From an optimization exercise on the open Yosys and OpenROAD flow, aimed at small area; shortcuts taken in it are not production practice. The RTL was checked by simulation tests, not by an equivalence proof against the original design. Power and IR drop assume default switching activity.

// mbfs
module mbfs (
    input             clk,
    input             rst,
    input             start,
    input      [31:0] timeout_ms,
    input             req_en,
    input      [6:0]  sink_mask,
    input             tick_1ms,
    output            busy,
    output reg        done,
    output reg [3:0]  result,
    output     [3:0]  flags,
    output reg [31:0] frame_hdr,
    output reg [7:0]  vf_cs,
    output reg        cfg_strobe,
    output     [1:0]  cfg_parity,
    output            flush_req,
    input             flush_done,
    output            tx_valid,
    output     [7:0]  tx_data,
    input             tx_ready,
    input             rx_valid,
    input      [7:0]  rx_data,
    output            rx_pop,
    output reg        meas_valid,
    output reg [2:0]  meas_kind,
    output reg [63:0] meas_raw,
    output     [2:0]  meas_exp
);
    localparam [3:0] R_OK        = 4'd0,
                     R_NOSTART   = 4'd1,
                     R_SUSPLEN   = 4'd2,
                     R_TIMEOUT   = 4'd4,
                     R_BADHDR    = 4'd6,
                     R_BADPAYLEN = 4'd8,
                     R_BADLCODE  = 4'd9;
    localparam [4:0] P_IDLE      = 5'd0,
                     P_W1_FLUSH  = 5'd1,
                     P_W2_SETTLE = 5'd2,
                     P_W3_PREAMB = 5'd3,
                     P_W4_FLUSH  = 5'd4,
                     P_W4_PAUSE  = 5'd5,
                     P_W5_SETTLE = 5'd6,
                     P_REQ_SEND  = 5'd7,
                     P_REQ_FLUSH = 5'd8,
                     P_RX_START  = 5'd9,
                     P_RX_LEN    = 5'd10,
                     P_RX_BODY   = 5'd11,
                     P_D_ALIGN   = 5'd12,
                     P_D_TOKEN   = 5'd13,
                     P_D_SKIP    = 5'd14,
                     P_D_CONV    = 5'd15;
  ...
clock: 30.0 ns
lec_check: 0
cap_margin: 20
core_margin: 2
core_utilization: 65
cts_cluster_diameter: 60
cts_cluster_size: 30
gpl_routability_driven: 0
gpl_timing_driven: 0
place_density: 0.75
slew_margin: 20
standard.sh (not shown) runs the stock make flow with config.mk's settings and CLKGATE_MAP_FILE= SYNTH_SCRIPT=/design/flow/synth_recipe.tcl, a recipe that flattens the netlist after the stock synthesis.
==> flow/flow/run.sh <==
#!/bin/bash
# The standard layout (standard.sh, with flow/config.mk's settings), with two
# changes: the port buffers use the smallest buffer cell, and clock tree
# synthesis inserts no dummy loads. The whole ORFS output goes to
# standard.log; each step's own log is under orfs/logs/.
set -euo pipefail
export BUFFER_PORTS_ARGS="-buffer_cell sky130_fd_sc_hd__buf_1"
export CTS_ARGS="-sink_clustering_enable -repair_clock_nets -sink_clustering_size 10 -sink_clustering_max_diameter 35 -sink_clustering_buffer sky130_fd_sc_hd__clkbuf_4 -dont_use_dummy_load"
bash standard.sh > standard.log 2>&1
Next try:
--- a/flow/config.mk
+++ b/flow/config.mk
@@ -13,2 +12,0 @@
-export GPL_ROUTABILITY_DRIVEN = 0
-export GPL_TIMING_DRIVEN = 0
=> The changed run produced a clean layout. Clock power barely changes. Sequential power stays flat. Wire length is higher by 3.0%. Fmax is higher by 1.9%. First-iteration DRC count is lower by 6.2%. Cell area is lower by 0.44%. Non-clock buffer count is lower by 97. Synthesized cell count is unchanged.

* * *

Another version of the RTL of mbfs (not shown whole).
For scale: roughly 3600 cells after synthesis, ~2000 flip-flops, ~190 I/O pins.
==> flow/config.mk <==
export PLATFORM = sky130hd
export DESIGN_NAME = mbfs
export DESIGN_NICKNAME = mbfs
export VERILOG_FILES = /design/flow/design.v
export SDC_FILE = /design/flow/constraint.sdc
export NUM_CORES = 4
export LEC_CHECK = 0
export CAP_MARGIN = 0
export CORE_MARGIN = 2
export CORE_UTILIZATION = 65
export PLACE_DENSITY = 0.75
export SLEW_MARGIN = 0
==> flow/constraint.sdc <==
create_clock -name core_clock -period 30.0 [get_ports {clk}]
set_input_delay 6.0000 -clock core_clock [delete_from_list [all_inputs] [get_ports {clk}]]
set_output_delay 6.0000 -clock core_clock [all_outputs]
set_load 0.01 [all_outputs]
==> flow/flow/run.sh <==
#!/bin/bash
# The standard layout (standard.sh, with flow/config.mk's settings), with two
# changes: the port buffers use the smallest buffer cell, and clock tree
# synthesis inserts no dummy loads. The whole ORFS output goes to
# standard.log; each step's own log is under orfs/logs/.
set -euo pipefail
export BUFFER_PORTS_ARGS="-buffer_cell sky130_fd_sc_hd__buf_1"
export CTS_ARGS="-sink_clustering_enable -repair_clock_nets -sink_clustering_size 30 -sink_clustering_max_diameter 60 -dont_use_dummy_load"
bash standard.sh > standard.log 2>&1
The first run went through all stages and came out clean.
Rerun with:
==> flow/run.sh (new file) <==
#!/bin/bash
# synth_recipe.tcl (not shown) runs the flow's synth.tcl, then flattens the netlist and writes it again
# the make line also repeats each setting of config.mk as NAME=value (left out here)
make -C /OpenROAD-flow-scripts/flow DESIGN_CONFIG=/design/flow/config.mk WORK_HOME=/design/flow/orfs CLKGATE_MAP_FILE= SYNTH_SCRIPT=/design/flow/synth_recipe.tcl finish
- CAP_MARGIN: 0 -> 20
- CTS_CLUSTER_DIAMETER: not set -> 60
- CTS_CLUSTER_SIZE: not set -> 30
- SLEW_MARGIN: 0 -> 20
removed: flow/flow/run.sh
removed: flow/standard.sh
The changed run passed the timing, design-rule and antenna checks.
Non-clock buffer count rises by 6.
Total power rises by 4.7%.
Cell area rises by 3.4%.
Global-route usage rises by 2.3 points.
Wire length rises by 8.5%.
Sequential power hardly moves.
Critical path depth is unchanged.
Fmax falls by about 5%.

* * *

mbfs with an RTL version that a note above also has.
Size in the first run: roughly 2,000 flip-flops, about 190 I/O pins, roughly 0.050 mm^2 of cells after synthesis.
Settings: LEC_CHECK=0, CAP_MARGIN=20, CORE_MARGIN=2, CORE_UTILIZATION=65, CTS_CLUSTER_DIAMETER=60, CTS_CLUSTER_SIZE=30, PLACE_DENSITY=0.75, SLEW_MARGIN=20; clock period 30.0 ns.
==> flow/flow/run.sh <==
#!/bin/bash
# The standard layout (standard.sh, with flow/config.mk's settings), with two
# changes: the port buffers use the smallest buffer cell, and clock tree
# synthesis inserts no dummy loads. The whole ORFS output goes to
# standard.log; each step's own log is under orfs/logs/.
set -euo pipefail
export BUFFER_PORTS_ARGS="-buffer_cell sky130_fd_sc_hd__buf_1"
export CTS_ARGS="-sink_clustering_enable -repair_clock_nets -sink_clustering_size 12 -sink_clustering_max_diameter 40 -sink_clustering_buffer sky130_fd_sc_hd__clkbuf_4 -dont_use_dummy_load"
bash standard.sh > standard.log 2>&1
The baseline ran to the end with no violations.
==> next run, changes <==
==> flow/flow/run.sh (replaced) <==
#!/bin/bash
# The standard layout (standard.sh, with flow/config.mk's settings), with
# these changes: the port buffers use the smallest buffer cell, and clock tree
# synthesis clusters the flip-flops into groups of at most 10 within 35 um,
# each driven by a clkbuf_4, and inserts no dummy loads. The whole ORFS output
# goes to standard.log; each step's own log is under orfs/logs/.
set -euo pipefail
export BUFFER_PORTS_ARGS="-buffer_cell sky130_fd_sc_hd__buf_1"
export CTS_ARGS="-sink_clustering_enable -repair_clock_nets -sink_clustering_size 10 -sink_clustering_max_diameter 35 -sink_clustering_buffer sky130_fd_sc_hd__clkbuf_4 -dont_use_dummy_load"
bash standard.sh > standard.log 2>&1
Settings changed: CTS_CLUSTER_DIAMETER 60 to unset, CTS_CLUSTER_SIZE 30 to unset.
Global-route usage climbs by 0.25 points.
Flip-flop and latch count is unchanged.
Cell count increases by about 0.7%.
Setup slack loses 0.023 ns.
Design area rose by about 0.5%.
Total power increases by 1.7%.
Clock power went up by about 6%.
Critical path depth stays the same.
Fmax hardly moves.

[re-timing with driven ports]
In the flow no input, the clock included, has a driving cell. The finished layouts below were timed again as built, in two steps.
Step 1 sets driving cells, clkbuf_16 on the clock port and buf_2 on the other inputs (assumed; they add their load-dependent delay and slew).
Step 2 also shifts input and output timing later by t, the mid clock arrival at the registers, as if the neighbouring blocks saw the same clock.
Slacks: no drivers / after step 1 / after step 2; pairs: no drivers / after step 1.
| run | shift t [ns] | setup WS [ns] | hold WS [ns] | clock arrival spread, ns | worst register clock-pin slew, ns |
|---|---|---|---|---|---|
| the first run of note 1 | 0.750 | 21.009 / 20.943 / 20.604 | 0.281 / 0.281 / 0.281 | 0.102 / 0.102 | 0.11 / 0.11 |
| the second run of note 1 | 0.746 | 21.175 / 21.110 / 20.707 | 0.282 / 0.282 / 0.282 | 0.097 / 0.097 | 0.11 / 0.11 |
| the first run of note 2 | 0.708 | 20.827 / 20.760 / 20.562 | 0.257 / 0.257 / 0.257 | 0.118 / 0.118 | 0.11 / 0.11 |
| the second run of note 2 | 0.736 | 20.359 / 20.291 / 20.288 | 0.291 / 0.291 / 0.291 | 0.074 / 0.074 | 0.11 / 0.11 |
| the first run of note 3 | 0.744 | 21.198 / 21.134 / 20.692 | 0.263 / 0.263 / 0.263 | 0.084 / 0.084 | 0.12 / 0.12 |
| the second run of note 3 | 0.746 | 21.175 / 21.110 / 20.707 | 0.282 / 0.282 / 0.282 | 0.097 / 0.097 | 0.11 / 0.11 |
After both steps setup and hold are still met in every run listed. The setup slack of the first run of note 3, which loses most, moves by -0.064 ns with the drivers and by -0.506 ns with both steps.
